From an optimization exercise on the open Yosys and OpenROAD flow, aimed at small area, a short achievable clock period and few clock cycles per item; shortcuts taken in it are not production practice.
At most, simulation tests tie the RTL to the original design; equivalence was not proved.
Function not checked in run 7: the RTL went through the layout flow alone.
Power and IR drop assume default switching activity.

$ cat config.mk
export PLATFORM = sky130hd
export DESIGN_NAME = dither_brush_builder
export DESIGN_NICKNAME = dither_brush_builder
export VERILOG_FILES = /design/flow/design.v
export SDC_FILE = /design/flow/constraint.sdc
export NUM_CORES = 4
export LEC_CHECK = 0
export CAP_MARGIN = 20
export CORE_MARGIN = 2
export CORE_UTILIZATION = 40
export SLEW_MARGIN = 20
$ cat constraint.sdc
create_clock -name core_clock -period 27.0 [get_ports {clk}]
set_input_delay 5.4000 -clock core_clock [delete_from_list [all_inputs] [get_ports {clk}]]
set_output_delay 5.4000 -clock core_clock [all_outputs]
set_load 0.01 [all_outputs]
$ cat design.v
module dither_brush_builder (
    input  wire        clk,
    input  wire        rst_n,
    input  wire        cmd_valid,
    output wire        cmd_ready,
    input  wire [63:0] cmd_word,
    input  wire [3:0]  rsel,
    output reg  [31:0] rdata,
    output wire        fb_valid,
    input  wire        fb_ready,
    output wire [31:0] fb_offset,
    output wire [2:0]  fb_bit,
    output wire [3:0]  fb_pixel
);
    function [3:0] bayer(input [1:0] row, input [1:0] col);
        bayer = {col[0] ^ row[0], row[0], col[1] ^ row[1], row[1]};
    endfunction
    function ge_thr(input [3:0] l, input [3:0] b);
        reg g;
        integer i;
        begin
            g = &l & &b;
            for (i = 0; i < 4; i = i + 1)
                g = b[i] ? (l[i] & g) : (l[i] | g);
            ge_thr = g;
        end
    endfunction
    function [31:0] rom(input [3:0] l);
        integer k;
        reg [4:0] kk;
        begin
            for (k = 0; k < 32; k = k + 1) begin
                kk = k;
                rom[k] = ge_thr(l, bayer(kk[4:3], kk[1:0]));
            end
        end
    endfunction
    function [10:0] div2(input [8:0] r, input [8:0] d);
        reg [9:0] t;
        reg [10:0] df;
        reg [8:0] x;
        reg qa, qb;
        begin
            t  = {r, 1'b0};
            df = {1'b0, t} - {2'b0, d};
            qa = !df[10];
            x  = qa ? df[8:0] : t[8:0];
            t  = {x, 1'b0};
            df = {1'b0, t} - {2'b0, d};
            qb = !df[10];
            x  = qb ? df[8:0] : t[8:0];
            div2 = {qa, qb, x};
        end
    endfunction
    reg        ready_q, fbv_q, exec_q;
    reg        bvalid_q, high_q, pvalid_q, rvalid_q;
    reg [1:0]  ecode_q;           
    reg [2:0]  lastop_q;
    reg [3:0]  lb_q, lg_q, lr_q;  
    reg [3:0]  ls_q;              
    reg [3:0]  bidx_q, pix_q, rlvl_q;
    reg [22:0] off_q;
    reg [2:0]  bit_q;
    reg [1:0]  ty_q;
    reg        hs_q;
    reg [8:0]  d_q;
    reg [1:0]  qhb_q, qhg_q, qhr_q;
    reg [8:0]  rmb_q, rmg_q, rmr_q;
    assign cmd_ready = ready_q;
    assign fb_valid  = fbv_q;
    wire [2:0]  op  = cmd_word[2:0];
    wire [7:0]  cb  = cmd_word[15:8];
    wire [7:0]  cg  = cmd_word[23:16];
    wire [7:0]  cr  = cmd_word[31:24];
    wire [15:0] cx  = cmd_word[47:32];
    wire [15:0] cy  = cmd_word[63:48];
    wire illegal  = op[2] & (op[1] | op[0]);
    wire rsv_nz   = |cmd_word[7:3];
    wire no_brush = (op == 3'd3) & !bvalid_q;
    wire [1:0] ecode = illegal ? 2'd1 : rsv_nz ? 2'd2 : no_brush ? 2'd3 : 2'd0;
    wire ok = !illegal & !rsv_nz & !no_brush;
    wire accept = cmd_valid & ready_q;
    wire is_build = ok & !op[2] & !(op[1] & op[0]);    
    wire is_plot  = ok & !op[2] & (op[1] ^ op[0]);     
    wire is_pix   = ok & !op[2] & (op[1] | op[0]);     
    wire is_romrd = ok & op[2];
    wire gt_rg = cr > cg;
    wire gt_rb = cr > cb;
    wire gt_gb = cg > cb;
    wire [7:0] v = (gt_rg & gt_rb) ? cr : (!gt_rg & gt_gb) ? cg : cb;
    wire       high = cr[7] | cg[7] | cb[7];
    wire [8:0] den = {1'b0, v} + 9'd8;
    wire [3:0] base = high ? {1'b1, cr[7], cg[7], cb[7]} : {1'b0, cr[6], cg[6], cb[6]};
    wire near = (cr > 8'd31) & (cg > 8'd31) & (cb > 8'd31);
    wire [3:0] nbidx = (!high && base == 4'd0 && near) ? 4'h8 : base;
    wire [22:0] noff = {1'b0, cy, 6'd0} + {3'd0, cy, 4'd0} + {10'd0, cx[15:3]};
    wire [8:0]  du  = exec_q ? d_q   : den;
    wire [10:0] ub  = div2(exec_q ? rmb_q : {1'b0, cb}, du);
    wire [10:0] ug  = div2(exec_q ? rmg_q : {1'b0, cg}, du);
    wire [10:0] ur  = div2(exec_q ? rmr_q : {1'b0, cr}, du);
    wire [3:0] nlb = {qhb_q, hs_q ? ub[10:9] : rmb_q[1:0]};
    wire [3:0] nlg = {qhg_q, hs_q ? ug[10:9] : rmg_q[1:0]};
    wire [3:0] nlr = {qhr_q, hs_q ? ur[10:9] : rmr_q[1:0]};
    wire [3:0] bn = bayer(ty_q, bit_q[1:0]);
    wire [3:0] tt = (bn == 4'd15) ? 4'd15 : bn + 4'd1;
    wire [9:0] d3 = {1'b0, d_q} + {d_q, 1'b0};
    wire [10:0] tm = (tt[1:0] == 2'd1) ? {2'b0, d_q} :
                     (tt[1:0] == 2'd2) ? {1'b0, d_q, 1'b0} : {1'b0, d3};
    function fast_ge(input [1:0] qh, input [8:0] rm);
        reg lo;
        begin
            lo = hs_q ? ((tt[1:0] == 2'd0) | ({rm, 2'b00} >= tm)) : (rm[1:0] >= tt[1:0]);
            fast_ge = (qh > tt[3:2]) | ((qh == tt[3:2]) & lo);
        end
    endfunction
    wire [3:0] plot_pix = {!ge_thr(~ls_q, bn), fast_ge(qhr_q, rmr_q),
                           fast_ge(qhg_q, rmg_q), fast_ge(qhb_q, rmb_q)};
    wire [3:0] samp_pix = {!ge_thr(~ls_q, bn), ge_thr(lr_q, bn), ge_thr(lg_q, bn), ge_thr(lb_q, bn)};
    wire [3:0] pix_new = !lastop_q[1] ? plot_pix : !lastop_q[0] ? bidx_q : samp_pix;
    wire exec_ok = exec_q & (ecode_q == 2'd0);
    wire lvl_en  = exec_ok & !lastop_q[2] & !(lastop_q[1] & lastop_q[0]);
    wire pix_en  = exec_ok & !lastop_q[2] & (lastop_q[1] | lastop_q[0]);
    assign fb_offset = {9'd0, off_q};
    assign fb_bit    = bit_q;
    assign fb_pixel  = exec_q ? pix_new : pix_q;
    always @(posedge clk or negedge rst_n) begin
        if (!rst_n) begin
            ready_q  <= 1'b0;
            fbv_q    <= 1'b0;
            bvalid_q <= 1'b0;
            high_q   <= 1'b0;
            pvalid_q <= 1'b0;
            rvalid_q <= 1'b0;
            ecode_q  <= 2'd0;
            lastop_q <= 3'd0;
        end else if (ready_q) begin
            if (cmd_valid) begin
                ready_q  <= 1'b0;
                fbv_q    <= is_plot;
                lastop_q <= op;
                ecode_q  <= ecode;
                if (is_build) begin
                    bvalid_q <= 1'b1;
                    high_q   <= high;
                end
                if (is_pix)
                    pvalid_q <= 1'b1;
                if (is_romrd)
                    rvalid_q <= 1'b1;
            end
        end else if (fbv_q) begin
            if (fb_ready) begin
                fbv_q   <= 1'b0;
                ready_q <= 1'b1;
            end
        end else begin
            ready_q <= 1'b1;
        end
    end
    always @(posedge clk) begin
        exec_q <= accept;
        hs_q  <= high;
        d_q   <= den;
        qhb_q <= high ? ub[10:9] : cb[6:5];
        qhg_q <= high ? ug[10:9] : cg[6:5];
        qhr_q <= high ? ur[10:9] : cr[6:5];
        rmb_q <= {ub[8:2], high ? ub[1:0] : cb[4:3]};
        rmg_q <= {ug[8:2], high ? ug[1:0] : cg[4:3]};
        rmr_q <= {ur[8:2], high ? ur[1:0] : cr[4:3]};
        ty_q  <= cy[1:0];
        if (accept && is_build) begin
            ls_q   <= high ? v[6:3] : 4'd0;
            bidx_q <= nbidx;
        end
        if (accept && is_romrd)
            rlvl_q <= cmd_word[11:8];
        if (ready_q) begin
            off_q <= noff;
            bit_q <= cx[2:0];
        end
        if (lvl_en) begin
            lb_q <= nlb;
            lg_q <= nlg;
            lr_q <= nlr;
        end
        if (pix_en)
            pix_q <= pix_new;
    end
    wire [31:0] status = {21'd0, rvalid_q, pvalid_q, lastop_q, 1'b0, ecode_q,
                          (ecode_q != 2'd0), high_q, bvalid_q};
    always @(*) begin
        case (rsel)
            4'd0:    rdata = status;
            4'd1:    rdata = rom(lb_q);
            4'd2:    rdata = rom(lg_q);
            4'd3:    rdata = rom(lr_q);
            4'd4:    rdata = ~rom(~ls_q);
            4'd5:    rdata = {28'd0, bidx_q};
            4'd6:    rdata = {28'd0, pix_q};
            4'd7:    rdata = rom(rlvl_q);
            default: rdata = 32'd0;
        endcase
    end
endmodule
$ cat run.sh
#!/bin/bash
# synth_recipe.tcl (not shown) runs the flow's synth.tcl, then flattens the netlist and writes it again
# the make line also repeats each setting of config.mk as NAME=value (left out here)
make -C /OpenROAD-flow-scripts/flow DESIGN_CONFIG=/design/flow/config.mk WORK_HOME=/design/flow/orfs CLKGATE_MAP_FILE= SYNTH_SCRIPT=/design/flow/synth_recipe.tcl finish
==> run_results.csv, run 1 <==
group,metric,value,unit
yosys,ys_ff_latch,111,
grt,overflow,0,
yosys,synth_edf_count,54,
yosys,synth_cell_types,83,
worst_hold_path,hp-class,"reg2reg",
routing,firstDrtPassIters,5,
finish,layout.nets,1614,
floorplan,start_util,40.6,%
setup_path,worstSetupStartpointType,"input pin",
sta,rsz0062_at_grt,"false",
cts,cts_setup_buffers,0,
setup_path,end_kind,"output pin",
sta,fin_tns_setup,0,ps
worst_hold_path,whs_path_depth,0,
routing,ant_nets,0,
sta,setup_violations,0,
worst_hold_path,worstHoldEndpoint,"lr_q[2]",
yosys,netlist_area,0.0109,mm^2
yosys,syn_avg_cell_area,8.51,um^2
yosys,synthArstFlopShare,9.91,%
yosys,synth-main-ff-cell,"edfxtp_1",
pwr,power_density,98.8,mW/mm^2
grt,grt_util_all_layers,24.8,%
routing,drt-initial-drc-count,785,
floorplan,die_h,169,um
finish,num_antenna_cells,0,
finish,layout-drive-gt1-share,5.98,%
yosys,ys.warnings.count,1,
worst_hold_path,hp-start,"qhr_q[0]",
sta,hold_viol,0,
floorplan,core-area,0.0268,mm^2
sta,min_period,13900,ps
sta,slew_violations,0,
setup_path,r2r_cells,20,
routing,viasPerCell,5.74,
grt,grt_max_degree,38,
setup_path,crit_fanout,9,
routing,drc_errors,0,
setup_path,rr_endpoint,"rmb_q[4]",
routing,wirelength,35200,um
cts,cts_resized,0,
setup_path,cp_data_arrival_time,8500,ps
cts,cts.clk_slew.worst_paths,80,ps
yosys,ys_seq_area_share,25.9,%
grt,antenna_found_initial,0,
setup_path,regToRegStartpoint,"exec_q",
placement,portBuffers,135,
floorplan,ios,145,
pwr,power,1.26,mW
routing,vias,9911,
finish,syn2layout_area_growth,17.3,%
cts,cts_root_buffer,"clkbuf_16",
cts,h-tree-depth,3,
setup_path,worstPathRequired,21600,ps
flow_run,maxCapViolations,0,
sta,clock_skew,25.3,ps
outcome,status,"no timing/DRC/antenna violations",
placement,dp_hpwl,28300,um
cts,cts_num_sinks,111,
sta,fmax,72.0,MHz
sta,slew_headroom,25.0,%
sta,fin_crit_sh,51.5,%
cts,cts_hold_buf,0,
setup_path,worst-r2r-setup-slack,20460,ps
sta,tightest_slew,1090,ps
floorplan,die_w,169,um
grt,grt_pass1_wl,54600,um
floorplan,num_rows,60,
cts,cts_buffers,9,
setup_path,crit_type,"in2out",
pwr,vdd_drop_max,0.0731,mV
cts,cts_tree,"yes",
grt,grt_pass1_vias,9414,
placement,routabilityCongestion,0.967,
pwr,p_leak,5.41,nW
cts,clockBufferDepth,2,
routing,wire_per_inst,20.4,um
floorplan,die-area,0.0285,mm^2
cts,insertion_delay,370,ps
yosys,syn_inst,1277,
[power breakdown]
part,switching [mW],internal [mW]
clock network,0.0714,0.0703
logic,0.468,0.376
registers,0.0425,0.232
total,0.582,0.678
[cell usage after synthesis (5+ instances only)]
| cell | number | area [um^2] |
|---|---|---|
| nor2b_1 | 20 | 125 |
| edfxtp_1 | 54 | 1620 |
| mux2i_1 | 28 | 280 |
| fa_1 | 12 | 240 |
| inv_1 | 84 | 315 |
| o211ai_1 | 11 | 82.6 |
| and2_1 | 11 | 68.8 |
| nand2_1 | 114 | 428 |
| a31o_2 | 8 | 70.1 |
| mux2_2 | 21 | 236 |
| ha_1 | 148 | 1850 |
| o221ai_1 | 5 | 43.8 |
| xnor2_1 | 40 | 350 |
| nor3_1 | 25 | 125 |
| clkbuf_1 | 33 | 124 |
| or4_1 | 6 | 45.0 |
| dfrtp_1 | 11 | 275 |
| buf_4 | 18 | 135 |
| o31ai_1 | 9 | 67.6 |
| a21oi_1 | 132 | 661 |
| nor2_1 | 87 | 327 |
| o21ai_0 | 92 | 460 |
| a21o_1 | 25 | 188 |
| a31oi_1 | 11 | 68.8 |
| or2_2 | 9 | 56.3 |
| a22oi_1 | 5 | 37.5 |
| nand2b_1 | 22 | 138 |
| nand4_1 | 15 | 93.8 |
| nand3_1 | 25 | 125 |
| dfxtp_1 | 46 | 921 |
| o21a_1 | 9 | 67.6 |
| xor2_1 | 24 | 210 |
| o21bai_1 | 16 | 120 |
| maj3_1 | 8 | 80.1 |
[per-stage QoR]
step           hold slack (ps)  std cells  setup slack [ps]  instance area [um^2]  util (%)
2_1_floorplan              408       1285             14560                 10900         -
3_3_place_gp               413       1712             13230                 12400      46.4
3_5_place_dp               419       1712             13190                 12500      46.5
4_1_cts                    440       1728             13190                 12800      47.6
5_1_grt                    453       1728             12930                 12800      47.6
6_report                   437       1728             13100                 12800      47.6
[logic make-up (layout without fill, tap and decap cells)]
| kind of cell | count (synthesis) | after routing | share of synthesized area [%] |
|---|---|---|---|
| AND/OR/NAND/NOR | 360 | 360 | 15.9 |
| multiplexers | 51 | 51 | 4.98 |
| flip-flops | 111 | 111 | 25.9 |
| other | 1 | 9 | 0.0345 |
| buffers and inverters | 143 | 245 | 5.74 |
| AO/OA/AOI/OAI | 379 | 379 | 22.3 |
| XOR/XNOR | 64 | 64 | 5.16 |
| adder cells (fa/ha/maj) | 168 | 168 | 20.0 |
[cell type report]
cell class | instances | area, um^2
inverters | 84 | 315
clock inverters | 5 | 45.0
multi-input cells | 1031 | 7470
clock buffers | 11 | 254
fillers | 2623 | 14000
repair buffers | 145 | 1430
well taps | 341 | 427
flip-flops and latches | 111 | 2820
[worst max-delay path, stage by stage]
cell and delay (ps):
clkdlybuf4s50_1 550, nand2b_1 300, nor3_1 790, and2_0 470, nand2_1 90, nand4_1 100
a221o_1 140, a21o_1 100, clkdlybuf4s50_1 530
[state kept, by name, summed over array words and instances, names as in the netlist, 3 cells and up]
signal    count
ls_q          4
bit_q         3
rlvl_q        4
bidx_q        4
lastop_q      3
pix_q         4
lr_q          4
lb_q          4
rmr_q         9
rmb_q         9
lg_q          4
off_q        23
d_q           9
rmg_q         9
[how the worst max path moves through the flow]
stage / from / to / slack (ps) / cells past startpoint
after global routing: rsel[3] / rdata[9] / 12930 / 9
after detailed placement: rsel[3] / rdata[9] / 13190 / 9
after floorplan: rsel[3] / rdata[9] / 14560 / 9
final: rsel[3] / rdata[9] / 13100 / 9
after global placement: rsel[3] / rdata[9] / 13230 / 9
after CTS: rsel[3] / rdata[9] / 13190 / 9
[cells in the final DEF, fill, tap and decap left out, types with 28 or more instances in the layout]
| cell type | instances |
|---|---|
| xnor2_1 | 40 |
| inv_1 | 84 |
| dfxtp_1 | 45 |
| clkdlybuf4s50_1 | 135 |
| o21ai_0 | 92 |
| nand2_1 | 114 |
| mux2i_1 | 28 |
| a21oi_1 | 132 |
| nor2_1 | 87 |
| ha_1 | 148 |
| edfxtp_1 | 54 |
[routing by layer]
metal / wire, um / GRT usage, %
met1: 16300 / 33.8
met2: 16400 / 41.7
met3: 1620 / 2.34
met4: 886 / 7.31
met5: 0 / 0
Testbench counts, summed over its fixed seeds: cycles 24,016, items 12,000.
==> inputs of run 2 (changes only) <==
--- a/design.v
+++ b/design.v
@@ -35,21 +35,36 @@
             end
         end
     endfunction
-    function [10:0] div2(input [8:0] r, input [8:0] d);
+    function [9:0] dstep(input [8:0] r, input [8:0] d);
+        reg [9:0] t, df;
+        reg bw, dj;
+        integer j;
+        begin
+            t  = {r, 1'b0};
+            bw = 1'b0;
+            for (j = 0; j < 10; j = j + 1) begin
+                dj    = (j < 9) ? d[j] : 1'b0;
+                df[j] = t[j] ^ dj ^ bw;
+                bw    = (~t[j] & dj) | (~(t[j] ^ dj) & bw);
+            end
+            dstep = {!bw, bw ? t[8:0] : df[8:0]};
+        end
+    endfunction
+    function [9:0] fstep(input [8:0] r, input [8:0] d);
         reg [9:0] t;
         reg [10:0] df;
-        reg [8:0] x;
-        reg qa, qb;
         begin
             t  = {r, 1'b0};
             df = {1'b0, t} - {2'b0, d};
-            qa = !df[10];
-            x  = qa ? df[8:0] : t[8:0];
-            t  = {x, 1'b0};
-            df = {1'b0, t} - {2'b0, d};
-            qb = !df[10];
-            x  = qb ? df[8:0] : t[8:0];
-            div2 = {qa, qb, x};
+            fstep = {!df[10], df[10] ? t[8:0] : df[8:0]};
+        end
+    endfunction
+    function [10:0] div2(input [8:0] r, input [8:0] d);
+        reg [9:0] s1, s2;
+        begin
+            s1 = dstep(r, d);
+            s2 = fstep(s1[8:0], d);
+            div2 = {s1[9], s2[9], s2[8:0]};
         end
     endfunction
     reg        ready_q, fbv_q, exec_q;
@@ -93,7 +108,24 @@
     wire [3:0] base = high ? {1'b1, cr[7], cg[7], cb[7]} : {1'b0, cr[6], cg[6], cb[6]};
     wire near = (cr > 8'd31) & (cg > 8'd31) & (cb > 8'd31);
     wire [3:0] nbidx = (!high && base == 4'd0 && near) ? 4'h8 : base;
-    wire [22:0] noff = {1'b0, cy, 6'd0} + {3'd0, cy, 4'd0} + {10'd0, cx[15:3]};
+    function [18:0] off_hi(input [15:0] y, input [8:0] xh);
+        reg [18:0] a, b, e, s, cc;
+        reg c;
+        integer i;
+        begin
+            a  = {3'b0, y};
+            b  = {1'b0, y, 2'b0};
+            e  = {10'b0, xh};
+            s  = a ^ b ^ e;
+            cc = ((a & b) | (a & e) | (b & e)) << 1;
+            c  = 1'b0;
+            for (i = 0; i < 19; i = i + 1) begin
+                off_hi[i] = s[i] ^ cc[i] ^ c;
+                c = (s[i] & cc[i]) | (s[i] & c) | (cc[i] & c);
+            end
+        end
+    endfunction
+    wire [22:0] noff = {off_hi(cy, cx[15:7]), cx[6:3]};
     wire [8:0]  du  = exec_q ? d_q   : den;
     wire [10:0] ub  = div2(exec_q ? rmb_q : {1'b0, cb}, du);
     wire [10:0] ug  = div2(exec_q ? rmg_q : {1'b0, cg}, du);
==> run 2 against run 1 <==
Compared with the run above: via count decreased by 9.1%; critical endpoint is now rdata[0]; sequential power rose by 2%; largest power group unchanged; final area down 3.7%; sequential share of layout area up 0.86 points; still clean on timing, DRC and antenna; die area shrank 4.7%.
==> run_results.csv, run 2 <==
group,metric,value,unit
yosys,syn_avg_cell_area,8.90,um^2
yosys,synth_fa_ha_area_share,23.3,%
grt,antenna_found_initial,0,
setup_path,crit_chain,"clkdlybuf4s50_1 > nor2b_1 > and2_1 > nand2_1 > and3_1 > o21ai_0 > a2111oi_0 > o311ai_0 > clkdlybuf4s50_1",
finish,layout.nets,1506,
placement,dp_hpwl,27100,um
finish,layout-drive-gt1-share,6.17,%
routing,viasPerCell,5.59,
cts,cts_tree,"yes",
yosys,yosysTopAreaCellShare,15.7,%
routing,drt-initial-drc-count,749,
grt,grt_pass1_wl,52000,um
yosys,synth-compound-area-share,19.0,%
grt,grt_pass1_vias,8906,
yosys,syn_inst,1163,
grt,grt_util_all_layers,25.3,%
yosys,synth.most_common_cell,"ha_1",
cts,cts_num_sinks,111,
sta,setup_violations,0,
grt,overflow,0,
grt,grt_max_degree,52,
sta,slew_headroom,26.3,%
pwr,power_density,102,mW/mm^2
cts,cts_root_buffer,"clkbuf_16",
sta,slew_violations,0,
sta,tightest_slew,1070,ps
routing,wire_per_inst,20.7,um
setup_path,cpMaxStageDelayCell,"a2111oi_0",
yosys,netlist_area,0.0103,mm^2
finish,register_area,0.00282,mm^2
setup_path,end_kind,"output pin",
yosys,synth-main-ff-cell,"edfxtp_1",
cts,clockBufferDepth,2,
setup_path,crit_fanout,11,
cts,h-tree-depth,3,
yosys,ys.warnings.count,1,
sta,setup_ws,13010,ps
floorplan,ios,145,
yosys,synthSimpleGateAreaFrac,14.4,%
placement,pre_cts_ws,12990,ps
yosys,synthTopCellsByArea,"edfxtp_1 (16%), ha_1 (13%), fa_1 (9.1%)",
yosys,synth_common_cells,"ha_1 (111), inv_1 (109), a21oi_1 (104)",
finish,multiInputGateArea,0.00688,mm^2
setup_path,cp_top_family,"buffers and inverters",
finish,largest-register,"off_q",
pwr,p_leak,5.29,nW
setup_path,worst-r2r-setup-slack,19570,ps
setup_path,cp_data_arrival_time,8590,ps
floorplan,die_w,165,um
routing,vias,9006,
cts,cts_resized,0,
routing,firstDrtPassIters,5,
setup_path,crit_path_frequent_cell,"clkdlybuf4s50_1",
placement,routabilityCongestion,0.996,
pwr,vdd_drop_max,0.122,mV
cts,insertion_delay,370,ps
floorplan,num_rows,58,
finish,final_common_cell,"clkdlybuf4s50_1",
cts,cts_buffers,9,
flow_run,maxCapViolations,0,
finish,layout_common_cells,"clkdlybuf4s50_1 (135), ha_1 (111), inv_1 (109)",
yosys,muxShareOfSynthArea,6.63,%
sta,hold_viol,0,
setup_path,critPathBufInv,2,
outcome,status,"no timing/DRC/antenna violations",
setup_path,slowest_delay,730,ps
yosys,ys_seq_area_share,27.2,%
routing,ant_nets,0,
cts,cts_setup_buffers,0,
worst_hold_path,hp-class,"reg2reg",
yosys,synthArstFlopShare,9.91,%
setup_path,worstSetupStartpointType,"input pin",
sta,clock_skew,16.3,ps
routing,wirelength,33300,um
finish,largest_reg_flops,23,
setup_path,crit_type,"in2out",
sta,fin_crit_sh,51.8,%
floorplan,die_h,165,um
floorplan,start_util,40.9,%
floorplan,die-area,0.0272,mm^2
cts,cts_hold_buf,0,
yosys,synthXorXnorAreaFrac,2.71,%
yosys,synth_top_area_cell,"edfxtp_1",
yosys,synth_cell_types,77,
floorplan,core-area,0.0253,mm^2
cts,cts.clk_slew.worst_paths,80,ps
routing,drc_errors,0,
yosys,synth_edf_count,54,
setup_path,worstPathRequired,21600,ps
finish,num_antenna_cells,0,
sta,rsz0062_at_grt,"false",
finish,fillCellCount,2431,
sta,min_period,13990,ps
sta,fin_tns_setup,0,ps
finish,syn2layout_area_growth,18.6,%
sta,fmax,71.5,MHz
yosys,ys_ff_latch,111,
yosys,synth_top_family_by_area,"adder cells",
placement,portBuffers,135,
## run 2: metrics by stage
stage | hold slack [ps] | util (%) | power (mW) | cell area [um^2] | cells
3_3_place_gp | 418 | 47.2 | 1.09 | 12000 | 1595
2_1_floorplan | 408 | - | 0.892 | 10400 | 1171
5_1_grt | 448 | 48.5 | 1.37 | 12300 | 1611
4_1_cts | 433 | 48.5 | 1.25 | 12300 | 1611
3_5_place_dp | 416 | 47.2 | 1.10 | 12000 | 1595
6_report | 426 | 48.5 | 1.26 | 12300 | 1611
## run 2: worst paths after layout
kind / startpoint / endpoint / cells past startpoint
worst min-delay path: qhb_q[0] / lb_q[2] / 0
worst max-delay path: rsel[1] / rdata[0] / 9
min in group asynchronous: rst_n / rvalid_q / 1
worst max register to register: exec_q / rmb_q[3] / 29
worst min register to register: qhb_q[0] / lb_q[2] / 0
max in group asynchronous: rst_n / high_q / 1
## run 2: final cells by class
type | instances | area share [%]
Multi-Input combinational cell | 897 | 56.0
Timing Repair Buffer | 146 | 11.7
Tap cell | 330 | 3.36
Clock buffer | 9 | 1.83
Sequential cell | 111 | 23.0
Inverter | 111 | 3.39
Clock inverter | 7 | 0.764
## run 2: power by group
part           switching, mW  total [mW]  internal, mW
clock                 0.0764       0.144        0.0679
combinational          0.444       0.833         0.388
sequential            0.0469       0.279         0.232
## run 2: cells by family (layout without fill, tap and decap cells)
| kind of cell | count (synthesis) | count (layout) |
|---|---|---|
| other | 1 | 9 |
| AND/OR/NAND/NOR | 314 | 314 |
| XOR/XNOR | 32 | 32 |
| multiplexers | 63 | 63 |
| buffers and inverters | 163 | 273 |
| AO/OA/AOI/OAI | 313 | 313 |
| flip-flops | 111 | 111 |
| adder cells (fa/ha/maj) | 166 | 166 |
## run 2: per-layer routing
metal	wire length, um	GRT usage (%)	vias up
li1	-	-	4355
met1	14600	33.4	4256
met5	0	0	-
met2	15700	42.1	318
met4	1270	9.76	0
met3	1720	3.11	77
Testbench counts of run 2, summed over its fixed seeds: cycles 24,016, items 12,000.
==> inputs of run 3 (changes only) <==
==> flow/run.sh (new file) <==
#!/bin/bash
# Standard ORFS layout (the standard.sh, unchanged synthesis), with the
# port buffers inserted as buf_2 cells instead of the default delay buffers
# and timing repair aimed at a setup margin.
set -euo pipefail
bash standard.sh \
    "BUFFER_PORTS_ARGS=-buffer_cell sky130_fd_sc_hd__buf_2" \
    SETUP_SLACK_MARGIN=15 \
    finish > standard_flow.log 2>&1
==> standard.sh (new file) <==
#!/bin/bash
# synth_recipe.tcl (not shown) runs the flow's synth.tcl, then flattens the netlist and writes it again
# the make line also repeats each setting of config.mk as NAME=value (left out here)
make -C /OpenROAD-flow-scripts/flow DESIGN_CONFIG=/design/flow/config.mk WORK_HOME=/design/flow/orfs CLKGATE_MAP_FILE= SYNTH_SCRIPT=/design/flow/synth_recipe.tcl "${@:-finish}"
removed: run.sh
==> run 3 against run 2 <==
Compared with the run above: core utilization increased by 5.6 points; area after synthesis unchanged; power rose by 23%; setup slack improved by 1600 ps; non-clock buffer count increased by 93; hold slack better by 18 ps; critical path type unchanged; fmax increased by 13%; combinational power up 36%; die area is the same; register-to-register slack gained 850 ps.
==> run_results.csv, run 3 <==
group,metric,value,unit
setup_path,crit_chain,"buf_12 > nor2b_4 > and2_4 > nand2_4 > and3_4 > o21ai_4 > or4_4 > a21o_1 > buf_2",
yosys,ys_seq_area_share,27.2,%
finish,fillCellCount,2265,
yosys,synth-main-ff-cell,"edfxtp_1",
sta,whs,445,ps
routing,drt-initial-drc-count,804,
cts,cts_buffers,9,
grt,grt_pass1_wl,53100,um
routing,viasPerCell,5.74,
cts,insertion_delay,360,ps
pwr,p_leak,6.03,nW
floorplan,start_util,40.9,%
setup_path,cpMaxStageDelayCell,"or4_4",
cts,cts_num_sinks,111,
yosys,synth_edf_count,54,
floorplan,num_rows,58,
yosys,synth_cell_types,77,
yosys,synthTopCellsByArea,"edfxtp_1 (16%), ha_1 (13%), fa_1 (9.1%)",
cts,h-tree-depth,3,
finish,layout.nets,1599,
pwr,internal_power,863,uW
sta,setup_violations,0,
cts,cts.clk_slew.worst_paths,80,ps
floorplan,die_w,165,um
sta,clock_skew,9.00,ps
pwr,p_seq_share,18.5,%
finish,multiInputGateArea,0.00801,mm^2
worst_hold_path,hp-class,"reg2reg",
routing,wirelength,35900,um
cts,cts_root_buffer,"clkbuf_16",
yosys,yosysTopAreaCellShare,15.7,%
placement,portBuffers,135,
setup_path,crit_fanout,5,
yosys,synth.most_common_cell,"ha_1",
finish,largest-register,"off_q",
sta,fin_crit_sh,46.0,%
yosys,netlist_area,0.0103,mm^2
cts,clockBufferDepth,2,
grt,grt_max_degree,52,
grt,antenna_found_initial,0,
finish,final_common_cell,"buf_2",
routing,wire_per_inst,21.1,um
pwr,pwr-share-clk,8.8,%
sta,fin_tns_setup,0,ps
pwr,switchingPower,689,uW
grt,grt_util_all_layers,25.9,%
pwr,switching_share,44.4,%
finish,num_antenna_cells,0,
cts,cts_tree,"yes",
finish,register_area,0.00282,mm^2
yosys,synthArstFlopShare,9.91,%
routing,vias,9788,
yosys,syn_avg_cell_area,8.90,um^2
yosys,synth_common_cells,"ha_1 (111), inv_1 (109), a21oi_1 (104)",
pwr,p_comb_share,72.7,%
yosys,ys.warnings.count,1,
placement,dp_hpwl,26800,um
setup_path,crit_type,"in2out",
grt,overflow,0,
setup_path,end_kind,"output pin",
setup_path,cp_data_arrival_time,7020,ps
routing,firstDrtPassIters,6,
finish,syn2layout_area_growth,32.4,%
setup_path,slowest_delay,550,ps
sta,slew_violations,0,
setup_path,worstPathRequired,21600,ps
outcome,status,"no timing/DRC/antenna violations",
flow_run,maxCapViolations,0,
grt,grt_pass1_vias,9226,
placement,dpl.cell_count,1592,
finish,largest_reg_flops,23,
cts,cts_hold_buf,0,
floorplan,die-area,0.0272,mm^2
finish,final_cells,1704,
yosys,ys_ff_latch,111,
sta,fmax,80.5,MHz
placement,routabilityCongestion,0.950,
finish,layout_common_cells,"buf_2 (121), inv_1 (92), ha_1 (92)",
routing,ant_nets,0,
sta,min_period,12420,ps
floorplan,die_h,165,um
yosys,syn_inst,1163,
sta,slew_headroom,37.2,%
floorplan,ios,145,
sta,hold_viol,0,
yosys,synth_top_area_cell,"edfxtp_1",
setup_path,worstSetupStartpointType,"input pin",
routing,drc_errors,0,
floorplan,core-area,0.0253,mm^2
pwr,vdd_drop_max,0.132,mV
sta,tightest_slew,938,ps
sta,rsz0062_at_grt,"true",
finish,layout-drive-gt1-share,35.5,%
pwr,power_density,113,mW/mm^2
-- run 3: area by class of cell --
class / count / share of cell area [%]
inverter: 111 / 3.13
timing repair buffer: 239 / 12.6
multi-input combinational: 897 / 58.5
clock buffer: 9 / 1.64
tap: 330 / 3.01
clock inverter: 7 / 0.566
sequential: 111 / 20.6
-- run 3: worst max-delay path: cells and delay by family --
family | cells | cell delay, ps
AO/OA/AOI/OAI | 2 | 240
buffers and inverters | 2 | 240
AND/OR/NAND/NOR | 5 | 1140
-- run 3: metrics by stage --
| stage | setup slack [ps] | power, mW | utilization, % | cell area, um^2 |
|---|---|---|---|---|
| 2_1_floorplan | 14740 | 0.920 | - | 10600 |
| 3_5_place_dp | 13700 | 1.12 | 45.3 | 11500 |
| 4_1_cts | 14580 | 1.33 | 49.5 | 12500 |
| 5_1_grt | 14550 | 1.66 | 54.1 | 13700 |
| 6_report | 14580 | 1.55 | 54.1 | 13700 |
| 3_3_place_gp | 13690 | 1.10 | 45.3 | 11500 |
-- run 3: timing repair --
action / CTS / global route
setup endpoints to repair: 65 / 65
pin swaps: 27 / 41
buffers inserted: 41 / 54
gates resized for setup: 101 / 155
hold endpoints to repair: 0 / 0
cloned: 0 / 1
-- run 3: routing by layer --
layer | vias to the layer above | wire, um | GRT usage (%)
met5 | - | 0 | 0
met4 | 0 | 1530 | 11.0
met2 | 428 | 17400 | 43.8
met1 | 4706 | 14800 | 33.3
li1 | 4543 | - | -
met3 | 111 | 2200 | 3.29
-- run 3: final timing paths --
check	slack, ps	endpoint	cells after the start	startpoint
setup / recovery	14580	rdata[9]	9	rsel[0]
hold / removal	440	lb_q[2]	0	qhb_q[0]
setup reg to reg	20420	rmb_q[7]	28	exec_q
hold reg to reg	440	lb_q[2]	0	qhb_q[0]
max in group asynchronous	21910	high_q	1	rst_n
min in group asynchronous	4880	lastop_q[2]	1	rst_n
-- run 3: cell families after synthesis --
family                     Yosys count  share of synthesized area (%)
adders and majority gates          166                           23.3
and+or+nand+nor                    314                           14.4
other                                1                         0.0362
buffers and inverters              163                           6.65
DFF                                111                           27.2
AOI/OAI and AO/OA                  313                           19.0
muxes                               63                           6.63
xor gates and xnor gates            32                           2.71
-- run 3: power by group through the flow --
stage | combinational, mW | sequential (mW) | clock [mW]
2_1_floorplan | 0.659 | 0.261 | 0
3_3_place_gp | 0.818 | 0.286 | 0
3_5_place_dp | 0.835 | 0.285 | 0
4_1_cts | 0.906 | 0.283 | 0.139
5_1_grt | 1.23 | 0.288 | 0.146
6_report | 1.13 | 0.286 | 0.137
==> inputs of run 4 (changes only) <==
--- a/flow/run.sh
+++ b/flow/run.sh
@@ -5,5 +5,5 @@
 set -euo pipefail
 bash standard.sh \
     "BUFFER_PORTS_ARGS=-buffer_cell sky130_fd_sc_hd__buf_2" \
-    SETUP_SLACK_MARGIN=15 \
+    SETUP_SLACK_MARGIN=16 \
     finish > standard_flow.log 2>&1
==> run 4 against run 3 <==
Compared with the run above: final area grew 0.48%; register-to-register slack lost 660 ps; clock power is essentially flat; critical path depth is the same; fmax grew 0.47%; final cell count is the same; clock skew grew 7.1 ps; setup slack gained 58 ps; non-clock buffer count is the same; combinational power grew 5%; core utilization grew 0.26 points; critical endpoint unchanged; highest routed layer unchanged.
==> run_results.csv, run 4 <==
group,metric,value,unit
setup_path,worstSetupStartpointType,"input pin",
pwr,pwr-share-clk,8.7,%
setup_path,crit_fanout,6,
yosys,synth_common_cells,"ha_1 (111), inv_1 (109), a21oi_1 (104)",
setup_path,worst-r2r-setup-slack,19760,ps
sta,setup_violations,0,
placement,pre_cts_ws,13750,ps
sta,hold_viol,0,
pwr,switching_share,44.1,%
finish,fillCellCount,2208,
grt,overflow,0,
grt,grt.met1_usage,33.3,%
floorplan,die_w,165,um
cts,cts_hold_buf,0,
sta,clock_skew,16.1,ps
routing,drt-initial-drc-count,747,
finish,final_cells,1704,
yosys,ys_ff_latch,111,
pwr,switchingPower,710,uW
yosys,synth.most_common_cell,"ha_1",
worst_hold_path,whs_path_depth,0,
grt,grtUsageMet2,42.8,%
routing,firstDrtPassIters,6,
setup_path,rr_endpoint,"rmb_q[8]",
setup_path,worstPathRequired,21600,ps
finish,largest_reg_flops,23,
cts,cts_num_sinks,111,
setup_path,r2r_cells,28,
sta,min_period,12360,ps
sta,slew_violations,0,
floorplan,start_util,40.9,%
yosys,syn_inst,1163,
finish,largest-register,"off_q",
sta,whs,442,ps
cts,insertion_delay,370,ps
yosys,netlist_area,0.0103,mm^2
grt,grt_util_all_layers,25.7,%
grt,grtUsageMet3,3.11,%
worst_hold_path,hp-class,"reg2reg",
yosys,synth_top_area_cell,"edfxtp_1",
sta,slew_headroom,31.9,%
sta,fin_tns_setup,0,ps
pwr,power,1.61,mW
sta,fmax,80.9,MHz
sta,tightest_slew,1020,ps
yosys,yosysTopAreaCellShare,15.7,%
grt,grt_max_degree,52,
placement,portBuffers,135,
pwr,internal_power,900,uW
yosys,ys_seq_area_share,27.2,%
pwr,p_leak,6.06,nW
outcome,status,"no timing/DRC/antenna violations",
grt,grt_pass1_vias,9526,
routing,ant_nets,0,
routing,viasPerCell,5.75,
sta,rsz0062_at_grt,"true",
setup_path,regToRegStartpoint,"exec_q",
placement,dp_hpwl,26000,um
placement,routabilityCongestion,0.989,
floorplan,ios,145,
sta,setup_ws,14640,ps
setup_path,crit_type,"in2out",
pwr,p_seq_share,17.7,%
cts,cts.clk_slew.worst_paths,80,ps
worst_hold_path,hp-start,"qhb_q[0]",
grt,antenna_found_initial,0,
floorplan,die_h,165,um
finish,num_antenna_cells,0,
flow_run,maxCapViolations,0,
yosys,synthTopCellsByArea,"edfxtp_1 (16%), ha_1 (13%), fa_1 (9.1%)",
floorplan,core-area,0.0253,mm^2
grt,grt_pass1_wl,53400,um
yosys,synth-main-ff-cell,"edfxtp_1",
finish,layout_common_cells,"buf_2 (121), ha_1 (92), inv_1 (91)",
yosys,synthArstFlopShare,9.91,%
cts,h-tree-depth,3,
routing,vias,9795,
cts,cts_buffers,9,
cts,cts_root_buffer,"clkbuf_16",
yosys,synth_edf_count,54,
routing,drc_errors,0,
routing,wirelength,35500,um
setup_path,end_kind,"output pin",
cts,cts_tree,"yes",
pwr,vdd_drop_max,0.141,mV
pwr,power_density,117,mW/mm^2
worst_hold_path,worstHoldEndpoint,"lb_q[2]",
finish,final_common_cell,"buf_2",
yosys,synth_cell_types,77,
placement,dpl.cell_count,1591,
grt,busiest_layer,"met2",
finish,layout-drive-gt1-share,36.2,%
routing,wire_per_inst,20.8,um
yosys,syn_avg_cell_area,8.90,um^2
pwr,p_comb_share,73.6,%
yosys,ys.warnings.count,1,
floorplan,num_rows,58,
sta,fin_crit_sh,45.8,%
cts,clockBufferDepth,2,
setup_path,cp_data_arrival_time,6960,ps
finish,layout.nets,1599,
finish,syn2layout_area_growth,33.1,%
floorplan,die-area,0.0272,mm^2
## run 4: cell counts after synthesis
Identical to the previous run, type by type.
## run 4: worst max-delay path, stage by stage
cell     delay [ps]
buf_12          110
nor2b_4         140
and2_4          150
nand2_4          70
and3_4          190
o21ai_2          60
or4_4           550
a21o_1          170
buf_2           130
## run 4: cell families after synthesis
kind of cell / share of synthesized area, %
adders and majority gates: 23.3
buffers and inverters: 6.65
and+or+nand+nor: 14.4
muxes: 6.63
DFF: 27.2
other: 0.0362
AOI/OAI and AO/OA: 19.0
xor gates and xnor gates: 2.71
## run 4: layer usage
layer | vias to the layer above | wire length (um)
met5 | - | 0
met4 | 0 | 1730
met3 | 127 | 2500
met2 | 456 | 16900
met1 | 4658 | 14400
li1 | 4554 | -
## run 4: through the flow
step	cell area, um^2	util, %
after detailed placement	11500	45.5
after global placement	11500	45.5
after CTS	13200	52.1
after floorplan	10700	-
after global routing	13800	54.4
final	13800	54.4
## run 4: cell type report
| cell class | count | area, um^2 | share of cell area, % |
|---|---|---|---|
| multi-input combinational | 897 | 8100 | 58.9 |
| sequential | 111 | 2820 | 20.5 |
| timing repair buffer | 239 | 1710 | 12.4 |
| inverter | 111 | 429 | 3.12 |
| tap | 330 | 413 | 3.00 |
| clock buffer | 9 | 225 | 1.64 |
| clock inverter | 7 | 72.6 | 0.527 |
## run 4: power groups by stage
stage | clock, mW | sequential (mW) | combinational (mW)
2_1_floorplan | 0 | 0.261 | 0.684
3_3_place_gp | 0 | 0.284 | 0.847
3_5_place_dp | 0 | 0.283 | 0.858
4_1_cts | 0.143 | 0.281 | 1.04
5_1_grt | 0.149 | 0.286 | 1.29
6_report | 0.140 | 0.284 | 1.19
## run 4: how the worst max path moves through the flow
stage                 startpoint  slack (ps)  cells past startpoint  endpoint
floorplan                rsel[0]       14740                      8  rdata[9]
global placement    cmd_word[17]       13880                     34  rmb_q[5]
detailed placement  cmd_word[17]       13750                     34  rmb_q[7]
CTS                      rsel[0]       14620                      9  rdata[9]
global route             rsel[0]       14580                      9  rdata[9]
finish                   rsel[0]       14640                      9  rdata[9]
## run 4: what timing repair did
action	4_1_cts	5_1_grt
pin swaps	50	35
cloned	1	0
endpoints found under the setup margin	66	67
resized for setup	162	98
hold endpoints to repair	0	0
setup buffers	76	20
==> inputs of run 5 (changes only) <==
--- a/flow/run.sh
+++ b/flow/run.sh
@@ -5,5 +5,5 @@
 set -euo pipefail
 bash standard.sh \
     "BUFFER_PORTS_ARGS=-buffer_cell sky130_fd_sc_hd__buf_2" \
-    SETUP_SLACK_MARGIN=16 \
+    SETUP_SLACK_MARGIN=14 \
     finish > standard_flow.log 2>&1
==> run 5 against run 4 <==
Compared with the run above: first-iteration DRC count increased by 14%; non-clock buffer count decreased by 84; via count decreased by 6.9%; count of clock-buffer cells in the layout unchanged; hold slack improved by 1.5 ps.
==> run_results.csv, run 5 <==
group,metric,value,unit
outcome,status,"no timing/DRC/antenna violations",
grt,grt_max_degree,52,
worst_hold_path,hp-class,"reg2reg",
finish,layout.nets,1515,
finish,largest_reg_flops,23,
sta,fin_crit_sh,47.3,%
finish,syn2layout_area_growth,13.7,%
yosys,ys_seq_area_share,27.2,%
yosys,synth_edf_count,54,
finish,stdcell_area,0.0118,mm^2
setup_path,worstPathRequired,21600,ps
floorplan,core-area,0.0253,mm^2
grt,grt_util_all_layers,24.6,%
grt,overflow,0,
cts,cts_tree,"yes",
cts,cts_root_buffer,"clkbuf_16",
setup_path,critPathCapture,"rdata[9]",
sta,min_period,12780,ps
setup_path,worst-r2r-setup-slack,19320,ps
yosys,synth_top_family_by_area,"adder cells",
yosys,syn_inst,1163,
sta,slew_violations,0,
flow_run,maxCapViolations,0,
routing,drt-initial-drc-count,854,
setup_path,worstSetupStartpointType,"input pin",
yosys,synth.most_common_cell,"ha_1",
cts,cts_buffers,9,
yosys,synth_top_area_cell,"edfxtp_1",
placement,portBuffers,135,
sta,slew_headroom,38.5,%
pwr,power_density,108,mW/mm^2
floorplan,die-area,0.0272,mm^2
cts,cts_num_sinks,111,
cts,insertion_delay,370,ps
finish,num_antenna_cells,0,
cts,clockBufferDepth,2,
cts,h-tree-depth,3,
routing,ant_nets,0,
pwr,vdd_drop_max,0.0898,mV
routing,wirelength,33200,um
finish,largest-register,"off_q",
placement,dpl.cell_count,1595,
sta,clock_skew,18.9,ps
cts,cts_hold_buf,0,
grt,grt_pass1_wl,50800,um
floorplan,num_rows,58,
grt,grt_pass1_vias,8815,
floorplan,start_util,40.9,%
sta,whs,444,ps
yosys,ys_ff_latch,111,
routing,viasPerCell,5.63,
yosys,synth_common_cells,"ha_1 (111), inv_1 (109), a21oi_1 (104)",
yosys,yosysTopAreaCellShare,15.7,%
yosys,muxShareOfSynthArea,6.63,%
setup_path,cp_data_arrival_time,7380,ps
routing,firstDrtPassIters,5,
yosys,syn_avg_cell_area,8.90,um^2
sta,rsz0062_at_grt,"false",
finish,layout_common_cells,"buf_2 (135), ha_1 (111), inv_1 (109)",
floorplan,die_w,165,um
setup_path,regToRegStartpoint,"exec_q",
setup_path,r2r_cells,25,
floorplan,ios,145,
sta,tightest_slew,917,ps
finish,layout-drive-gt1-share,18.6,%
yosys,synth_cell_types,77,
yosys,synth-compound-area-share,19.0,%
yosys,synthTopCellsByArea,"edfxtp_1 (16%), ha_1 (13%), fa_1 (9.1%)",
sta,fin_tns_setup,0,ps
finish,final_cells,1620,
placement,routabilityCongestion,0.978,
setup_path,rr_endpoint,"rmr_q[7]",
yosys,synth_fa_ha_area_share,23.3,%
yosys,ys.warnings.count,1,
grt,antenna_found_initial,1,
sta,hold_viol,0,
placement,dp_hpwl,26700,um
routing,vias,9118,
finish,final_common_cell,"buf_2",
placement,dpl_cell_area,0.0113,mm^2
yosys,synth-main-ff-cell,"edfxtp_1",
routing,drc_errors,0,
setup_path,crit_type,"in2out",
setup_path,end_kind,"output pin",
cts,cts.clk_slew.worst_paths,80,ps
sta,fmax,78.2,MHz
routing,wire_per_inst,20.5,um
pwr,p_leak,5.40,nW
yosys,synthArstFlopShare,9.91,%
floorplan,die_h,165,um
setup_path,cp-startpoint,"rsel[0]",
yosys,synthSimpleGateAreaFrac,14.4,%
setup_path,crit_fanout,10,
yosys,synthXorXnorAreaFrac,2.71,%
yosys,netlist_area,0.0103,mm^2
sta,setup_violations,0,
-- run 5: worst min path at each step --
| stage | startpoint | end | slack [ps] | cells after the start |
|---|---|---|---|---|
| after detailed placement | qhr_q[0] | lr_q[2] | 430 | 0 |
| final | qhg_q[0] | lg_q[2] | 440 | 0 |
| after global placement | qhr_q[0] | lr_q[2] | 420 | 0 |
| after CTS | qhr_q[0] | lr_q[2] | 450 | 0 |
| after floorplan | qhb_q[0] | lb_q[2] | 410 | 0 |
| after global routing | qhr_q[1] | lr_q[3] | 460 | 0 |
-- run 5: kinds of logic after synthesis --
group	after synthesis
and+or+nand+nor	314
AOI/OAI and AO/OA	313
adders and majority gates	166
buffers and inverters	163
DFF	111
muxes	63
xor gates and xnor gates	32
other	1
-- run 5: per-layer routing --
layer / up-vias / global-route usage (%) / wire length (um)
met2: 323 / 41.6 / 15700
li1: 4380 / - / -
met1: 4341 / 32.2 / 14200
met5: - / 0 / 13
met4: 2 / 9.53 / 1320
met3: 72 / 3.06 / 1850
-- run 5: where the power goes --
part	switching (mW)	leakage, nW	total (mW)	internal, mW
clock	0.0771	0.154	0.145	0.0680
combinational	0.460	4.20	0.850	0.390
sequential	0.0471	1.04	0.279	0.232
total	0.584	5.40	1.27	0.690
-- run 5: metrics by stage --
step	util, %	setup slack, ps	total power, mW
floorplan	-	14530	0.892
global placement	44.5	13490	1.08
detailed placement	44.5	13430	1.09
CTS	45.8	14070	1.24
global route	46.5	14010	1.38
finish	46.5	14220	1.27
-- run 5: critical path, cell delays in order --
cell and delay (ps):
buf_2 150, nor2b_1 190, and2_1 210, nand2_1 140, and3_1 220, o21ai_0 130
or4_1 610, a21o_1 180, buf_2 130
-- run 5: timing repair --
item | in CTS | in global routing
buffers inserted | 0 | 9
gates resized for setup | 5 | 29
endpoints found under the setup margin | 12 | 35
pin swaps | 0 | 5
-- run 5: area by class of cell --
cell class | count | area (um^2)
clock buffer | 9 | 225
clock inverter | 7 | 86.3
fill | 2496 | 13600
inverter | 111 | 417
multi-input combinational | 897 | 6980
sequential | 111 | 2820
tap | 330 | 413
timing repair buffer | 155 | 830
==> inputs of run 6 (changes only) <==
--- a/design.v
+++ b/design.v
@@ -25,6 +25,16 @@
             ge_thr = g;
         end
     endfunction
+    function ge11(input [10:0] a, input [10:0] b);
+        reg g;
+        integer i;
+        begin
+            g = 1'b1;
+            for (i = 0; i < 11; i = i + 1)
+                g = (a[i] & ~b[i]) | ((a[i] | ~b[i]) & g);
+            ge11 = g;
+        end
+    endfunction
     function [31:0] rom(input [3:0] l);
         integer k;
         reg [4:0] kk;
@@ -52,11 +62,19 @@
     endfunction
     function [9:0] fstep(input [8:0] r, input [8:0] d);
         reg [9:0] t;
-        reg [10:0] df;
-        begin
-            t  = {r, 1'b0};
-            df = {1'b0, t} - {2'b0, d};
-            fstep = {!df[10], df[10] ? t[8:0] : df[8:0]};
+        reg [10:0] bw;      
+        reg q;
+        integer j;
+        begin
+            t = {r, 1'b0};
+            bw[0] = 1'b0;
+            for (j = 0; j < 10; j = j + 1)
+                bw[j+1] = (~t[j] & (j < 9 ? d[j] : 1'b0)) |
+                          ((~t[j] | (j < 9 ? d[j] : 1'b0)) & bw[j]);
+            q = !bw[10];
+            for (j = 0; j < 9; j = j + 1)
+                fstep[j] = t[j] ^ (q & (d[j] ^ bw[j]));
+            fstep[9] = q;
         end
     endfunction
     function [10:0] div2(input [8:0] r, input [8:0] d);
@@ -99,9 +117,9 @@
     wire is_plot  = ok & !op[2] & (op[1] ^ op[0]);     
     wire is_pix   = ok & !op[2] & (op[1] | op[0]);     
     wire is_romrd = ok & op[2];
-    wire gt_rg = cr > cg;
-    wire gt_rb = cr > cb;
-    wire gt_gb = cg > cb;
+    wire gt_rg = !ge11({3'd0, cg}, {3'd0, cr});
+    wire gt_rb = !ge11({3'd0, cb}, {3'd0, cr});
+    wire gt_gb = !ge11({3'd0, cb}, {3'd0, cg});
     wire [7:0] v = (gt_rg & gt_rb) ? cr : (!gt_rg & gt_gb) ? cg : cb;
     wire       high = cr[7] | cg[7] | cb[7];
     wire [8:0] den = {1'b0, v} + 9'd8;
@@ -141,7 +159,7 @@
     function fast_ge(input [1:0] qh, input [8:0] rm);
         reg lo;
         begin
-            lo = hs_q ? ((tt[1:0] == 2'd0) | ({rm, 2'b00} >= tm)) : (rm[1:0] >= tt[1:0]);
+            lo = hs_q ? ((tt[1:0] == 2'd0) | ge11({rm, 2'b00}, tm)) : (rm[1:0] >= tt[1:0]);
             fast_ge = (qh > tt[3:2]) | ((qh == tt[3:2]) & lo);
         end
     endfunction
--- a/config.mk
+++ b/config.mk
@@ -7,5 +7,5 @@
 export LEC_CHECK = 0
 export CAP_MARGIN = 20
 export CORE_MARGIN = 2
-export CORE_UTILIZATION = 40
+export CORE_UTILIZATION = 55
 export SLEW_MARGIN = 20
==> run 6 against run 5 <==
Compared with the run above: still clean on timing, DRC and antenna; count of clock-buffer cells in the layout stayed put; core utilization is 16 points higher; clock skew is 7.2 ps lower; first-iteration DRC count is 10% lower; critical path depth stayed put; area after synthesis is 5.7% lower.
==> run_results.csv, run 6 <==
group,metric,value,unit
outcome,status,"no timing/DRC/antenna violations",
finish,largest-register,"off_q",
grt,grt_max_degree,53,
finish,layout_common_cells,"buf_2 (135), inv_1 (102), nor2_1 (93)",
setup_path,end_kind,"output pin",
yosys,synth_cell_types,90,
cts,cts_root_buffer,"clkbuf_16",
pwr,vdd_drop_max,0.0827,mV
yosys,synth_edf_count,54,
grt,grt_util_all_layers,33.1,%
yosys,ys.warnings.count,1,
yosys,netlist_area,0.00976,mm^2
floorplan,die_h,137,um
pwr,power,1.03,mW
cts,cts.clk_slew.worst_paths,90,ps
setup_path,cp_data_arrival_time,7400,ps
sta,clock_skew,11.7,ps
yosys,syn_inst,1104,
cts,cts_buffers,9,
routing,drt-initial-drc-count,768,
finish,syn2layout_area_growth,11.2,%
finish,largest_reg_flops,23,
floorplan,die-area,0.0188,mm^2
grt,grt_pass1_wl,46700,um
finish,num_antenna_cells,0,
sta,setup_violations,0,
placement,pre_cts_ws,13570,ps
yosys,synth_common_cells,"inv_1 (102), nor2_1 (94), nand2_1 (81)",
placement,portBuffers,135,
yosys,synthTopCellsByArea,"edfxtp_1 (17%), fa_1 (9.6%), dfxtp_1 (9.4%)",
pwr,p_leak,4.68,nW
cts,cts_tree,"yes",
sta,fin_tns_setup,0,ps
pwr,power_density,95.0,mW/mm^2
yosys,ys_seq_area_share,28.9,%
routing,vias,8820,
sta,min_period,12800,ps
placement,routabilityCongestion,0.977,
routing,ant_nets,0,
cts,clockBufferDepth,2,
finish,layout.nets,1358,
yosys,ys_ff_latch,111,
finish,layout-drive-gt1-share,18.8,%
worst_hold_path,hp-class,"reg2reg",
sta,setup_ws,14200,ps
sta,tightest_slew,1070,ps
floorplan,core-area,0.0173,mm^2
setup_path,crit_type,"in2out",
routing,wire_per_inst,21.2,um
yosys,synth_top_area_cell,"edfxtp_1",
yosys,synthArstFlopShare,9.91,%
sta,hold_viol,0,
yosys,synth.most_common_cell,"inv_1",
placement,dpl.cell_count,1413,
routing,firstDrtPassIters,7,
sta,slew_headroom,26.6,%
routing,viasPerCell,6.16,
routing,wirelength,30300,um
floorplan,start_util,56.4,%
sta,fin_crit_sh,47.4,%
sta,slew_violations,0,
grt,grt_pass1_vias,8286,
finish,final_common_cell,"buf_2",
grt,overflow,0,
cts,insertion_delay,370,ps
placement,dp_hpwl,23900,um
yosys,yosysTopAreaCellShare,16.6,%
cts,cts_hold_buf,0,
finish,fin_util,62.7,%
yosys,syn_avg_cell_area,8.84,um^2
yosys,synth-main-ff-cell,"edfxtp_1",
setup_path,worstSetupStartpointType,"input pin",
setup_path,crit_fanout,9,
floorplan,ios,145,
finish,final_cells,1431,
setup_path,worstPathRequired,21600,ps
cts,h-tree-depth,3,
floorplan,die_w,137,um
sta,rsz0062_at_grt,"false",
grt,antenna_found_initial,2,
cts,cts_num_sinks,111,
sta,fmax,78.1,MHz
floorplan,num_rows,48,
flow_run,maxCapViolations,0,
routing,drc_errors,0,
-- run 6: cell types whose count changed in the layout (fill, tap and decap cells not counted), moves of 11 or more --
cell	previous run	this run
a21oi_1	101	66
mux2i_1	36	25
nor2_1	79	93
maj3_1	8	27
o21ai_0	74	60
nor3_1	25	14
xnor2_1	19	39
nand2_1	92	81
nand2b_1	16	28
buf_4	19	8
ha_1	111	38
-- run 6: kinds of logic (layout without fill, tap and decap cells) --
kind of cell / count (synthesis) / after routing / synth area share [%]
flip-flops: 111 / 111 / 28.9
AND/OR/NAND/NOR: 321 / 321 / 16.0
adder cells (fa/ha/maj): 120 / 120 / 18.2
buffers and inverters: 172 / 266 / 7.72
XOR/XNOR: 46 / 46 / 4.20
other: 1 / 9 / 0.0384
multiplexers: 39 / 39 / 4.20
AO/OA/AOI/OAI: 294 / 294 / 20.8
-- run 6: cell type report --
class                      instances  area (um^2)
fill                            1564         6440
multi-input combinational        829         6300
sequential                       111         2820
timing repair buffer             144          756
inverter                         106          400
tap                              225          282
clock buffer                       9          225
clock inverter                     7         75.1
-- run 6: what timing repair did --
action | in CTS | in global routing
gates resized for setup | 1 | 15
setup buffers | 1 | 1
gates cloned | 0 | 0
pin swaps | 1 | 1
endpoints found under the setup margin | 1 | 36
endpoints found under the hold margin | 0 | 0
-- run 6: report_power, final --
group / switching [mW] / internal (mW) / total [mW]
Combinational: 0.349 / 0.264 / 0.612
Sequential: 0.0513 / 0.229 / 0.280
Clock: 0.0727 / 0.0656 / 0.138
-- run 6: worst paths after layout --
check,startpoint,to,slack [ps],cells after the start
worst max-delay path,rsel[3],rdata[0],14200,9
worst min-delay path,qhg_q[0],lg_q[2],440,0
worst max register to register,exec_q,rmg_q[1],19800,26
worst min register to register,qhg_q[0],lg_q[2],440,0
max in group asynchronous,rst_n,ecode_q[0],21900,1
min in group asynchronous,rst_n,fbv_q,4880,1
-- run 6: metrics by stage --
stage | instance area (um^2) | hold WS [ps]
6_report | 10900 | 435
3_3_place_gp | 10500 | 421
5_1_grt | 10900 | 460
3_5_place_dp | 10500 | 416
4_1_cts | 10800 | 436
2_1_floorplan | 9790 | 408
-- run 6: per-layer routing --
| metal | vias up | global-route usage (%) | share of wire (%) |
|---|---|---|---|
| met1 | 4213 | 47.6 | 44 |
| met4 | 2 | 8.76 | 2.4 |
| met3 | 64 | 7.54 | 9.9 |
| met5 | - | 0 | 0.043 |
| met2 | 453 | 50.2 | 44 |
| li1 | 4088 | - | - |
-- run 6: critical path, stage by stage --
cell and delay, ps:
buf_2 160, nand2b_1 220, nor2_1 450, and2_1 390, a21oi_1 120, and2_1 270, nand4_1 150, a211o_1 120
buf_2 120
Testbench counts of run 6, summed over its fixed seeds: cycles 24,016, items 12,000.
==> inputs of run 7 (changes only) <==
--- a/design.v
+++ b/design.v
@@ -95,7 +95,6 @@
     reg [22:0] off_q;
     reg [2:0]  bit_q;
     reg [1:0]  ty_q;
-    reg        hs_q;
     reg [8:0]  d_q;
     reg [1:0]  qhb_q, qhg_q, qhr_q;
     reg [8:0]  rmb_q, rmg_q, rmr_q;
@@ -122,7 +121,7 @@
     wire gt_gb = !ge11({3'd0, cb}, {3'd0, cg});
     wire [7:0] v = (gt_rg & gt_rb) ? cr : (!gt_rg & gt_gb) ? cg : cb;
     wire       high = cr[7] | cg[7] | cb[7];
-    wire [8:0] den = {1'b0, v} + 9'd8;
+    wire [8:0] den = high ? {1'b0, v} + 9'd8 : 9'd128;
     wire [3:0] base = high ? {1'b1, cr[7], cg[7], cb[7]} : {1'b0, cr[6], cg[6], cb[6]};
     wire near = (cr > 8'd31) & (cg > 8'd31) & (cb > 8'd31);
     wire [3:0] nbidx = (!high && base == 4'd0 && near) ? 4'h8 : base;
@@ -148,9 +147,9 @@
     wire [10:0] ub  = div2(exec_q ? rmb_q : {1'b0, cb}, du);
     wire [10:0] ug  = div2(exec_q ? rmg_q : {1'b0, cg}, du);
     wire [10:0] ur  = div2(exec_q ? rmr_q : {1'b0, cr}, du);
-    wire [3:0] nlb = {qhb_q, hs_q ? ub[10:9] : rmb_q[1:0]};
-    wire [3:0] nlg = {qhg_q, hs_q ? ug[10:9] : rmg_q[1:0]};
-    wire [3:0] nlr = {qhr_q, hs_q ? ur[10:9] : rmr_q[1:0]};
+    wire [3:0] nlb = {qhb_q, ub[10:9]};
+    wire [3:0] nlg = {qhg_q, ug[10:9]};
+    wire [3:0] nlr = {qhr_q, ur[10:9]};
     wire [3:0] bn = bayer(ty_q, bit_q[1:0]);
     wire [3:0] tt = (bn == 4'd15) ? 4'd15 : bn + 4'd1;
     wire [9:0] d3 = {1'b0, d_q} + {d_q, 1'b0};
@@ -159,7 +158,7 @@
     function fast_ge(input [1:0] qh, input [8:0] rm);
         reg lo;
         begin
-            lo = hs_q ? ((tt[1:0] == 2'd0) | ge11({rm, 2'b00}, tm)) : (rm[1:0] >= tt[1:0]);
+            lo = (tt[1:0] == 2'd0) | ge11({rm, 2'b00}, tm);
             fast_ge = (qh > tt[3:2]) | ((qh == tt[3:2]) & lo);
         end
     endfunction
@@ -209,14 +208,13 @@
     end
     always @(posedge clk) begin
         exec_q <= accept;
-        hs_q  <= high;
         d_q   <= den;
-        qhb_q <= high ? ub[10:9] : cb[6:5];
-        qhg_q <= high ? ug[10:9] : cg[6:5];
-        qhr_q <= high ? ur[10:9] : cr[6:5];
-        rmb_q <= {ub[8:2], high ? ub[1:0] : cb[4:3]};
-        rmg_q <= {ug[8:2], high ? ug[1:0] : cg[4:3]};
-        rmr_q <= {ur[8:2], high ? ur[1:0] : cr[4:3]};
+        qhb_q <= ub[10:9];
+        qhg_q <= ug[10:9];
+        qhr_q <= ur[10:9];
+        rmb_q <= ub[8:0];
+        rmg_q <= ug[8:0];
+        rmr_q <= ur[8:0];
         ty_q  <= cy[1:0];
         if (accept && is_build) begin
             ls_q   <= high ? v[6:3] : 4'd0;
@@ -238,17 +236,15 @@
     end
     wire [31:0] status = {21'd0, rvalid_q, pvalid_q, lastop_q, 1'b0, ecode_q,
                           (ecode_q != 2'd0), high_q, bvalid_q};
+    wire [7:0] sel = {8{!rsel[3]}} & (8'd1 << rsel[2:0]);
     always @(*) begin
-        case (rsel)
-            4'd0:    rdata = status;
-            4'd1:    rdata = rom(lb_q);
-            4'd2:    rdata = rom(lg_q);
-            4'd3:    rdata = rom(lr_q);
-            4'd4:    rdata = ~rom(~ls_q);
-            4'd5:    rdata = {28'd0, bidx_q};
-            4'd6:    rdata = {28'd0, pix_q};
-            4'd7:    rdata = rom(rlvl_q);
-            default: rdata = 32'd0;
-        endcase
+        rdata = ({32{sel[0]}} & status)
+              | ({32{sel[1]}} & rom(lb_q))
+              | ({32{sel[2]}} & rom(lg_q))
+              | ({32{sel[3]}} & rom(lr_q))
+              | ({32{sel[4]}} & ~rom(~ls_q))
+              | ({32{sel[5]}} & {28'd0, bidx_q})
+              | ({32{sel[6]}} & {28'd0, pix_q})
+              | ({32{sel[7]}} & rom(rlvl_q));
     end
 endmodule
==> run 7 against run 6 <==
Compared with the run above: still clean; global-route usage is 0.45 points higher; clock power barely moved; synthesized cell count is 2.6% lower; sequential share of layout area is 1.4 points lower; critical endpoint is now rdata[8]; largest power group unchanged.
==> run_results.csv, run 7 <==
group,metric,value,unit
floorplan,die-area,0.0188,mm^2
placement,portBuffers,135,
sta,clock_skew,14.7,ps
floorplan,num_rows,48,
yosys,synth-main-ff-cell,"edfxtp_1",
worst_hold_path,whs_path_depth,0,
floorplan,die_h,137,um
floorplan,ios,145,
pwr,switchingPower,557,uW
finish,fin_util,65.5,%
grt,grt_util_all_layers,33.5,%
yosys,ys.warnings.count,1,
yosys,netlist_area,0.00976,mm^2
outcome,status,"no timing/DRC/antenna violations",
routing,drc_errors,0,
yosys,synth_cell_types,85,
placement,pre_cts_ws,12940,ps
sta,min_period,12880,ps
finish,layout-drive-gt1-share,24.2,%
setup_path,worst-r2r-setup-slack,19570,ps
pwr,vdd_drop_max,0.102,mV
setup_path,rr_endpoint,"rmr_q[8]",
finish,syn2layout_area_growth,16.5,%
placement,dp_hpwl,23700,um
sta,fin_tns_setup,0,ps
grt,overflow,0,
finish,final_common_cell,"buf_2",
sta,slew_violations,0,
setup_path,regToRegStartpoint,"exec_q",
pwr,switching_share,46.2,%
finish,layout_common_cells,"buf_2 (135), inv_1 (98), nor2_1 (91)",
floorplan,die_w,137,um
finish,layout.nets,1362,
sta,setup_violations,0,
pwr,p_seq_share,22.1,%
sta,fmax,77.7,MHz
yosys,ys_seq_area_share,28.7,%
cts,cts_num_sinks,110,
yosys,synth_common_cells,"inv_1 (102), nor2_1 (92), nand2_1 (74)",
grt,antenna_found_initial,0,
yosys,synth_edf_count,54,
setup_path,crit_type,"in2out",
setup_path,slowest_delay,520,ps
yosys,synthArstFlopShare,10.0,%
yosys,syn_inst,1075,
sta,hold_viol,0,
placement,routabilityCongestion,0.988,
setup_path,end_kind,"output pin",
cts,h-tree-depth,3,
pwr,p_leak,4.90,nW
yosys,synth.most_common_cell,"inv_1",
pwr,pwr-share-clk,11.4,%
sta,rsz0062_at_grt,"false",
sta,setup_ws,14120,ps
setup_path,crit_chain,"buf_2 > nor2_1 > nand2_1 > nor2_1 > a311o_1 > a21o_1 > buf_2",
routing,wire_per_inst,21.5,um
sta,tightest_slew,916,ps
setup_path,cpMaxStageDelayCell,"nor2_1",
cts,insertion_delay,370,ps
cts,cts_tree,"yes",
cts,cts_root_buffer,"clkbuf_16",
setup_path,worstSetupStartpointType,"input pin",
cts,cts_buffers,9,
cts,cts.clk_slew.worst_paths,70,ps
flow_run,maxCapViolations,0,
grt,grt_max_degree,48,
worst_hold_path,hp-start,"qhb_q[0]",
routing,viasPerCell,6.18,
setup_path,worstPathRequired,21600,ps
pwr,power_density,106,mW/mm^2
setup_path,r2r_cells,27,
[run 7: cell types whose count changed after synthesis, sizes merged, moves of 11 or more]
cell	delta
a21oi	-19
mux2i	+16
nand2b	-11
nor3	+22
o21ai	-23
o31ai	+13
[run 7: worst max-delay path by stage]
stage	end	slack (ps)	from	cells after the start
after floorplan	rmg_q[2]	14350	cmd_word[21]	30
after global placement	lr_q[0]	12990	cmd_word[11]	29
after detailed placement	lr_q[0]	12940	cmd_word[11]	29
after CTS	rmr_q[1]	14000	cmd_word[10]	33
after global routing	rmg_q[1]	13960	cmd_word[11]	33
final	rdata[8]	14120	rsel[0]	7
[run 7: critical path: cells and delay by family]
family | cells | cell delay [ps]
buffers and inverters | 2 | 280
AOI/OAI and AO/OA | 2 | 580
and+or+nand+nor | 3 | 1220
[run 7: timing repair]
item | 4_1_cts | 5_1_grt
pin swaps | 9 | 16
setup endpoints to repair | 33 | 36
gates resized for setup | 9 | 41
buffers inserted | 14 | 23
[run 7: kinds of logic (layout without fill, tap and decap cells)]
kind of cell,Yosys count,count (layout),synth area share (%)
adder cells (fa/ha/maj),110,110,17.0
XOR/XNOR,45,45,4.11
AO/OA/AOI/OAI,260,260,19.8
other,1,9,0.0384
AND/OR/NAND/NOR,334,334,17.8
multiplexers,51,51,5.38
buffers and inverters,164,297,7.18
flip-flops,110,110,28.7
[run 7: power groups by stage]
stage / logic (mW) / registers (mW) / clock network (mW)
floorplan: 0.543 / 0.256 / 0
global placement: 0.674 / 0.268 / 0
detailed placement: 0.685 / 0.267 / 0
CTS: 0.716 / 0.264 / 0.138
global route: 0.870 / 0.269 / 0.144
finish: 0.801 / 0.267 / 0.137
[run 7: layout make-up]
type	count	area (um^2)
multi-input combinational	809	6550
inverter	102	397
sequential	110	2800
tap	225	282
timing repair buffer	179	1040
fill	1452	5980
clock inverter	7	76.3
clock buffer	9	225
[run 7: per-layer routing]
layer  vias to the layer above  track usage, %  wire length, um
li1                       4115               -                -
met1                      4217            40.7            12000
met2                       464            53.8            14700
met3                       110            8.87             2550
met4                         2            18.8             1750
met5                         -            1.94               44
[run 7: per-stage QoR]
stage | cells | hold slack (ps) | power (mW) | area [um^2]
after floorplan | 1083 | 408 | 0.799 | 9790
after detailed placement | 1388 | 415 | 0.952 | 10500
after global routing | 1441 | 433 | 1.28 | 11400
final | 1441 | 434 | 1.20 | 11400
after global placement | 1388 | 416 | 0.943 | 10500
after CTS | 1418 | 431 | 1.12 | 11000

Re-timed with assumed drivers on the ports (clkbuf_16 on the clock, buf_2 on other inputs), run 7 has 14.098 ns of setup slack against 14.122 ns with ideal ports, and 13.976 ns once port delays also move by the mid clock arrival of 0.411 ns.
